From an optimization exercise on the open Yosys and OpenROAD flow, aimed at small area, a short achievable clock period and few clock cycles per item; shortcuts taken in it are not production practice.
Where RTL was checked, it was by simulation tests only, not by an equivalence proof against the original.
Power figures rest on the tool's default switching activity, not on a simulated workload.

==> trial 74 <==
Design dsha256_ce, start of the top module:
module dsha256_ce (
    input  wire        clk,
    input  wire        rst_n,       
    input  wire        cmd_valid,
    output wire        cmd_ready,
    input  wire [15:0] cmd,
    output wire        rsp_valid,
    input  wire        rsp_ready,
    output wire        rsp_err,
    output wire [31:0] rsp_data
);
Settings: LEC_CHECK=0, CAP_MARGIN=20, CORE_MARGIN=2, CORE_UTILIZATION=55, SETUP_SLACK_MARGIN=5, SLEW_MARGIN=20; clock period 10.0 ns.
run.sh (not shown) runs the stock make flow with config.mk's settings and CLKGATE_MAP_FILE= SYNTH_SCRIPT=/design/flow/synth_recipe.tcl, a recipe that flattens the netlist after the stock synthesis.
==> trial 32: changes against trial 74 <==
- CORE_UTILIZATION: 55 -> 40
==> trial 68: changes against trial 74 <==
--- a/flow/design.v
+++ b/flow/design.v
@@ -20,43 +20,10 @@
     function [31:0] rotr;
         input [31:0] x;
         input integer n;
         rotr = (x >> n) | (x << (32 - n));
     endfunction
-    function [63:0] csa;    
-        input [31:0] x, y, z;
-        csa = {((x & y) | (x & z) | (y & z)) << 1, x ^ y ^ z};
-    endfunction
-    function [31:0] addbk;
-        input [31:0] x, y;
-        reg   [31:0] g, p, G, P;
-        integer q, d;
-        begin
-            g = x & y; p = x ^ y; G = g; P = p;
-            for (d = 1; d < 32; d = d * 2)
-                for (q = 2 * d - 1; q < 32; q = q + 2 * d) begin
-                    G[q] = G[q] | (P[q] & G[q - d]); P[q] = P[q] & P[q - d];
-                end
-            for (d = 8; d >= 1; d = d / 2)
-                for (q = 3 * d - 1; q < 32; q = q + 2 * d) begin
-                    G[q] = G[q] | (P[q] & G[q - d]); P[q] = P[q] & P[q - d];
-                end
-            addbk = p ^ {G[30:0], 1'b0};
-        end
-    endfunction
-    function [10:0] inc11;
-        input [10:0] x;
-        reg c;
-        integer q;
-        begin
-            c = 1'b1;
-            for (q = 0; q < 11; q = q + 1) begin
-                inc11[q] = x[q] ^ c;
-                c = c & x[q];
-            end
-        end
-    endfunction
     function [31:0] ivw;    
         input [2:0] i;
         case (i)
             3'd0: ivw = 32'h6a09e667; 3'd1: ivw = 32'hbb67ae85;
             3'd2: ivw = 32'h3c6ef372; 3'd3: ivw = 32'ha54ff53a;
@@ -65,12 +32,11 @@
         endcase
     endfunction
     reg [1:0]   phase;
     reg [2:0]   cause;
     reg [15:0]  fcmd;
-    reg [60:0]  len;            
-    reg [4:1]   lc;             
+    reg [60:0]  len;
     reg [31:0]  W [0:15];
     reg [31:0]  va, vb, vc, vd, ve, vf, vg, vh;
     reg [31:0]  h0, h1, h2, h3, h4, h5, h6, h7;
     reg [31:0]  kw;             
     reg         rsp_v, rsp_e, rsp_tag, rsp_stat;
@@ -101,39 +67,30 @@
     wire       o_init = op == 4'h1, o_push = op == 4'h2, o_fin = op == 4'h3,
                o_rdtag = op == 4'h4, o_rdstat = op == 4'h5, o_rst = op == 4'hF;
     wire       seqerr = (o_init && phase == PH_FAULT) ||
                         ((o_push || o_fin) && phase != PH_ABSORB) ||
                         (o_rdtag && phase != PH_DONE);
-    wire       lfull  = (&len) && (lc == 4'd0);
-    wire       lenovf = o_push && lfull;
+    wire       lenovf = o_push && (&len);
     wire       rej    = illop || illfld || seqerr || lenovf;
     wire [2:0] cause_n = illop ? 3'd1 : illfld ? 3'd2 : seqerr ? 3'd3 : 3'd4;
-    wire rsv0    = cmd[11:8] == 4'd0;
-    wire imm0    = cmd[7:0] == 8'd0;
-    wire x_init  = acc && o_init && rsv0 && imm0 && phase != PH_FAULT;
-    wire x_push  = acc && o_push && rsv0 && phase == PH_ABSORB && !lfull;
-    wire x_fin   = acc && o_fin && rsv0 && imm0 && phase == PH_ABSORB;
-    wire x_rst   = acc && o_rst && rsv0 && imm0;
+    wire x_ok    = acc && !rej;
+    wire x_init  = x_ok && o_init;
+    wire x_push  = x_ok && o_push;
+    wire x_fin   = x_ok && o_fin;
+    wire x_rst   = x_ok && o_rst;
     wire [31:0] S0  = rotr(va, 2) ^ rotr(va, 13) ^ rotr(va, 22);
     wire [31:0] S1  = rotr(ve, 6) ^ rotr(ve, 11) ^ rotr(ve, 25);
     wire [31:0] chf = vg ^ (ve & (vf ^ vg));
     wire [31:0] maj = (va & vb) | (vc & (va | vb));
-    wire [63:0] ac1 = csa(kw, chf, maj);
-    wire [63:0] ac2 = csa(ac1[31:0], ac1[63:32], S1);
-    wire [63:0] ac  = csa(ac2[31:0], ac2[63:32], S0);
-    wire [63:0] ec1 = csa(kw, chf, vd);
-    wire [63:0] ec  = csa(ec1[31:0], ec1[63:32], S1);
-    wire [31:0] a_n = ac[31:0] + ac[63:32];
-    wire [31:0] e_n = addbk(ec[31:0], ec[63:32]);
+    wire [31:0] a_n = vh + kw + S1 + chf + S0 + maj;
+    wire [31:0] e_n = vd + vh + kw + S1 + chf;
     wire [31:0] s0w = rotr(W[1], 7) ^ rotr(W[1], 18) ^ (W[1] >> 3);
     wire [31:0] s1w = rotr(W[14], 17) ^ rotr(W[14], 19) ^ (W[14] >> 10);
-    wire [63:0] wc1 = csa(W[9], W[0], s0w);
-    wire [63:0] wc  = csa(wc1[31:0], wc1[63:32], s1w);
-    wire [31:0] w_n = wc[31:0] + wc[63:32];
+    wire [31:0] w_n = s1w + W[9] + s0w + W[0];
     wire        tagc  = (seq == SQ_TAG);
-    wire [31:0] sum_a = addbk(tagc ? 32'h6a09e667 : h3, tagc ? va : vd);
-    wire [31:0] sum_e = addbk(h7, vh);
+    wire [31:0] sum_a = (tagc ? 32'h6a09e667 : h3) + (tagc ? va : vd);
+    wire [31:0] sum_e = h7 + vh;
     wire [31:0] iv_a  = ivw({1'b0, ~ch_cnt});       
     wire [31:0] iv_e  = ivw({1'b1, ~ch_cnt});       
     wire        ch_last = ch_act && (ch_cnt == 2'd3);
     wire        p2_go   = ch_last && (seq == SQ_P1);
     wire        kgo   = kq && (!ch_act || ch_last);
@@ -175,11 +132,10 @@
             6'd56: k = 32'h748f82ee; 6'd57: k = 32'h78a5636f; 6'd58: k = 32'h84c87814; 6'd59: k = 32'h8cc70208;
             6'd60: k = 32'h90befffa; 6'd61: k = 32'ha4506ceb; 6'd62: k = 32'hbef9a3f7; default: k = 32'hc67178f2;
         endcase
     end
     wire [31:0] ktap = p2m ? W[8] : W[15];
-    wire [31:0] hnxt = (rq || ch_act) ? vg : vh;          
     reg [31:0] w15_n;
     always @(*) begin
         if (p2_go)
             w15_n = h6;                            
         else if (sgo)
@@ -203,11 +159,11 @@
         if (w15_en) W[15] <= w15_n;
         if (p2_go) begin
             W[8]  <= sum_a; W[9]  <= h0; W[10] <= h1; W[11] <= h2;
             W[12] <= sum_e; W[13] <= h4; W[14] <= h5;
         end
-        if (kgo) kw <= k + ktap + hnxt;
+        if (kgo) kw <= k + ktap;
         if (rq) begin
             va <= a_n; vb <= va; vc <= vb; vd <= vc;
             ve <= e_n; vf <= ve; vg <= vf; vh <= vg;
         end else if (ch_act) begin
             va <= ch_ivv ? iv_a : sum_a; vb <= va; vc <= vb; vd <= vc;
@@ -246,41 +202,15 @@
             if (x_rst) begin
                 phase <= PH_IDLE;
                 cause <= 3'd0;
                 fcmd  <= 16'd0;
             end
-            if (x_push) begin
-                len[5:0] <= len[5:0] + 6'd1;
-                if (&len[5:0]) begin
-                    len[16:6] <= inc11(len[16:6]);
-                    lc[1] <= &len[16:6];
-                end
-            end
-            if (lc[1]) begin
-                len[27:17] <= inc11(len[27:17]);
-                lc[1] <= 1'b0;
-                lc[2] <= &len[27:17];
-            end
-            if (lc[2]) begin
-                len[38:28] <= inc11(len[38:28]);
-                lc[2] <= 1'b0;
-                lc[3] <= &len[38:28];
-            end
-            if (lc[3]) begin
-                len[49:39] <= inc11(len[49:39]);
-                lc[3] <= 1'b0;
-                lc[4] <= &len[49:39];
-            end
-            if (lc[4]) begin
-                len[60:50] <= inc11(len[60:50]);
-                lc[4] <= 1'b0;
-            end
             if (x_init) begin
                 phase <= PH_ABSORB;
                 len   <= 61'd0;
-                lc    <= 4'd0;
             end
+            if (x_push) len <= len + 61'd1;
             if (ch_act) begin
                 ch_cnt <= ch_cnt + 2'd1;
                 if (ch_last) ch_act <= 1'b0;
             end
             if (kgo) begin
- CORE_UTILIZATION: 55 -> 40
- SETUP_SLACK_MARGIN: 5 -> not set
==> trial 90: changes against trial 74 <==
--- a/flow/design.v
+++ b/flow/design.v
@@ -24,39 +24,10 @@
     endfunction
     function [63:0] csa;    
         input [31:0] x, y, z;
         csa = {((x & y) | (x & z) | (y & z)) << 1, x ^ y ^ z};
     endfunction
-    function [31:0] addbk;
-        input [31:0] x, y;
-        reg   [31:0] g, p, G, P;
-        integer q, d;
-        begin
-            g = x & y; p = x ^ y; G = g; P = p;
-            for (d = 1; d < 32; d = d * 2)
-                for (q = 2 * d - 1; q < 32; q = q + 2 * d) begin
-                    G[q] = G[q] | (P[q] & G[q - d]); P[q] = P[q] & P[q - d];
-                end
-            for (d = 8; d >= 1; d = d / 2)
-                for (q = 3 * d - 1; q < 32; q = q + 2 * d) begin
-                    G[q] = G[q] | (P[q] & G[q - d]); P[q] = P[q] & P[q - d];
-                end
-            addbk = p ^ {G[30:0], 1'b0};
-        end
-    endfunction
-    function [10:0] inc11;
-        input [10:0] x;
-        reg c;
-        integer q;
-        begin
-            c = 1'b1;
-            for (q = 0; q < 11; q = q + 1) begin
-                inc11[q] = x[q] ^ c;
-                c = c & x[q];
-            end
-        end
-    endfunction
     function [31:0] ivw;    
         input [2:0] i;
         case (i)
             3'd0: ivw = 32'h6a09e667; 3'd1: ivw = 32'hbb67ae85;
             3'd2: ivw = 32'h3c6ef372; 3'd3: ivw = 32'ha54ff53a;
@@ -65,12 +36,11 @@
         endcase
     endfunction
     reg [1:0]   phase;
     reg [2:0]   cause;
     reg [15:0]  fcmd;
-    reg [60:0]  len;            
-    reg [4:1]   lc;             
+    reg [60:0]  len;
     reg [31:0]  W [0:15];
     reg [31:0]  va, vb, vc, vd, ve, vf, vg, vh;
     reg [31:0]  h0, h1, h2, h3, h4, h5, h6, h7;
     reg [31:0]  kw;             
     reg         rsp_v, rsp_e, rsp_tag, rsp_stat;
@@ -101,18 +71,17 @@
     wire       o_init = op == 4'h1, o_push = op == 4'h2, o_fin = op == 4'h3,
                o_rdtag = op == 4'h4, o_rdstat = op == 4'h5, o_rst = op == 4'hF;
     wire       seqerr = (o_init && phase == PH_FAULT) ||
                         ((o_push || o_fin) && phase != PH_ABSORB) ||
                         (o_rdtag && phase != PH_DONE);
-    wire       lfull  = (&len) && (lc == 4'd0);
-    wire       lenovf = o_push && lfull;
+    wire       lenovf = o_push && (&len);
     wire       rej    = illop || illfld || seqerr || lenovf;
     wire [2:0] cause_n = illop ? 3'd1 : illfld ? 3'd2 : seqerr ? 3'd3 : 3'd4;
     wire rsv0    = cmd[11:8] == 4'd0;
     wire imm0    = cmd[7:0] == 8'd0;
     wire x_init  = acc && o_init && rsv0 && imm0 && phase != PH_FAULT;
-    wire x_push  = acc && o_push && rsv0 && phase == PH_ABSORB && !lfull;
+    wire x_push  = acc && o_push && rsv0 && phase == PH_ABSORB && !(&len);
     wire x_fin   = acc && o_fin && rsv0 && imm0 && phase == PH_ABSORB;
     wire x_rst   = acc && o_rst && rsv0 && imm0;
     wire [31:0] S0  = rotr(va, 2) ^ rotr(va, 13) ^ rotr(va, 22);
     wire [31:0] S1  = rotr(ve, 6) ^ rotr(ve, 11) ^ rotr(ve, 25);
     wire [31:0] chf = vg ^ (ve & (vf ^ vg));
@@ -121,19 +90,19 @@
     wire [63:0] ac2 = csa(ac1[31:0], ac1[63:32], S1);
     wire [63:0] ac  = csa(ac2[31:0], ac2[63:32], S0);
     wire [63:0] ec1 = csa(kw, chf, vd);
     wire [63:0] ec  = csa(ec1[31:0], ec1[63:32], S1);
     wire [31:0] a_n = ac[31:0] + ac[63:32];
-    wire [31:0] e_n = addbk(ec[31:0], ec[63:32]);
+    wire [31:0] e_n = ec[31:0] + ec[63:32];
     wire [31:0] s0w = rotr(W[1], 7) ^ rotr(W[1], 18) ^ (W[1] >> 3);
     wire [31:0] s1w = rotr(W[14], 17) ^ rotr(W[14], 19) ^ (W[14] >> 10);
     wire [63:0] wc1 = csa(W[9], W[0], s0w);
     wire [63:0] wc  = csa(wc1[31:0], wc1[63:32], s1w);
     wire [31:0] w_n = wc[31:0] + wc[63:32];
     wire        tagc  = (seq == SQ_TAG);
-    wire [31:0] sum_a = addbk(tagc ? 32'h6a09e667 : h3, tagc ? va : vd);
-    wire [31:0] sum_e = addbk(h7, vh);
+    wire [31:0] sum_a = (tagc ? 32'h6a09e667 : h3) + (tagc ? va : vd);
+    wire [31:0] sum_e = h7 + vh;
     wire [31:0] iv_a  = ivw({1'b0, ~ch_cnt});       
     wire [31:0] iv_e  = ivw({1'b1, ~ch_cnt});       
     wire        ch_last = ch_act && (ch_cnt == 2'd3);
     wire        p2_go   = ch_last && (seq == SQ_P1);
     wire        kgo   = kq && (!ch_act || ch_last);
@@ -246,41 +215,15 @@
             if (x_rst) begin
                 phase <= PH_IDLE;
                 cause <= 3'd0;
                 fcmd  <= 16'd0;
             end
-            if (x_push) begin
-                len[5:0] <= len[5:0] + 6'd1;
-                if (&len[5:0]) begin
-                    len[16:6] <= inc11(len[16:6]);
-                    lc[1] <= &len[16:6];
-                end
-            end
-            if (lc[1]) begin
-                len[27:17] <= inc11(len[27:17]);
-                lc[1] <= 1'b0;
-                lc[2] <= &len[27:17];
-            end
-            if (lc[2]) begin
-                len[38:28] <= inc11(len[38:28]);
-                lc[2] <= 1'b0;
-                lc[3] <= &len[38:28];
-            end
-            if (lc[3]) begin
-                len[49:39] <= inc11(len[49:39]);
-                lc[3] <= 1'b0;
-                lc[4] <= &len[49:39];
-            end
-            if (lc[4]) begin
-                len[60:50] <= inc11(len[60:50]);
-                lc[4] <= 1'b0;
-            end
             if (x_init) begin
                 phase <= PH_ABSORB;
                 len   <= 61'd0;
-                lc    <= 4'd0;
             end
+            if (x_push) len <= len + 61'd1;
             if (ch_act) begin
                 ch_cnt <= ch_cnt + 2'd1;
                 if (ch_last) ch_act <= 1'b0;
             end
             if (kgo) begin
- CORE_UTILIZATION: 55 -> 40
==> notes <==
- Of trial 74 and trial 32, trial 32 has the higher cell count (gap 7.8%, measured against trial 32).
- Utilization: trial 74 is higher than trial 90 (16 points).
- Routed wire length: trial 90 > trial 68 > trial 32 > trial 74.
- First-iteration DRC count: trial 90 is larger than trial 68 (1.4%).
- Sequential power: trial 32 is higher than trial 68 (about 0.8%).
- Via count is about the same in trial 68 and trial 90.
- The highest clock skew belongs to trial 90, the lowest to trial 74.
Testbench counts of trial 90, summed over its fixed seeds: cycles 49,215, messages 193.
No functional check of the RTL was part of trial 74, trial 32 and trial 68.

afterwards: timing with drivers on the ports:
The flow's constraints put no driver on any port. The routed layouts listed below were extracted and timed again, unchanged, in two steps.
Step 1, drivers: a clkbuf_16 drives clk and a buf_2 each remaining input, both assumed.
Step 2 moves the port delays by t, midway between the first and last clock arrival at a register: inputs arrive t later, outputs are due t later. That takes back most of the time a late clock gives input paths.
Three values: ideal ports, drivers, drivers and shift; two values: the first two.
| run | shift t [ns] | setup WS [ns] | worst hold slack (ns) | worst data-port slew with drivers (ns) |
|---|---|---|---|---|
| trial 74 | 0.828 | 4.861 / 4.861 / 4.376 | 0.411 / 0.411 / 0.411 | 0.04 |
| trial 32 | 0.855 | 4.896 / 4.896 / 4.314 | 0.410 / 0.410 / 0.410 | 0.03 |
| trial 68 | 0.848 | 3.642 / 3.642 / 3.616 | 0.396 / 0.396 / 0.396 | 0.07 |
| trial 90 | 0.858 | 4.796 / 4.796 / 4.248 | 0.394 / 0.394 / 0.394 | 0.04 |
After both steps every run listed still meets setup and hold. The setup slack of trial 32, which loses most, moves by 0.000 ns with the drivers and by -0.582 ns with both steps.
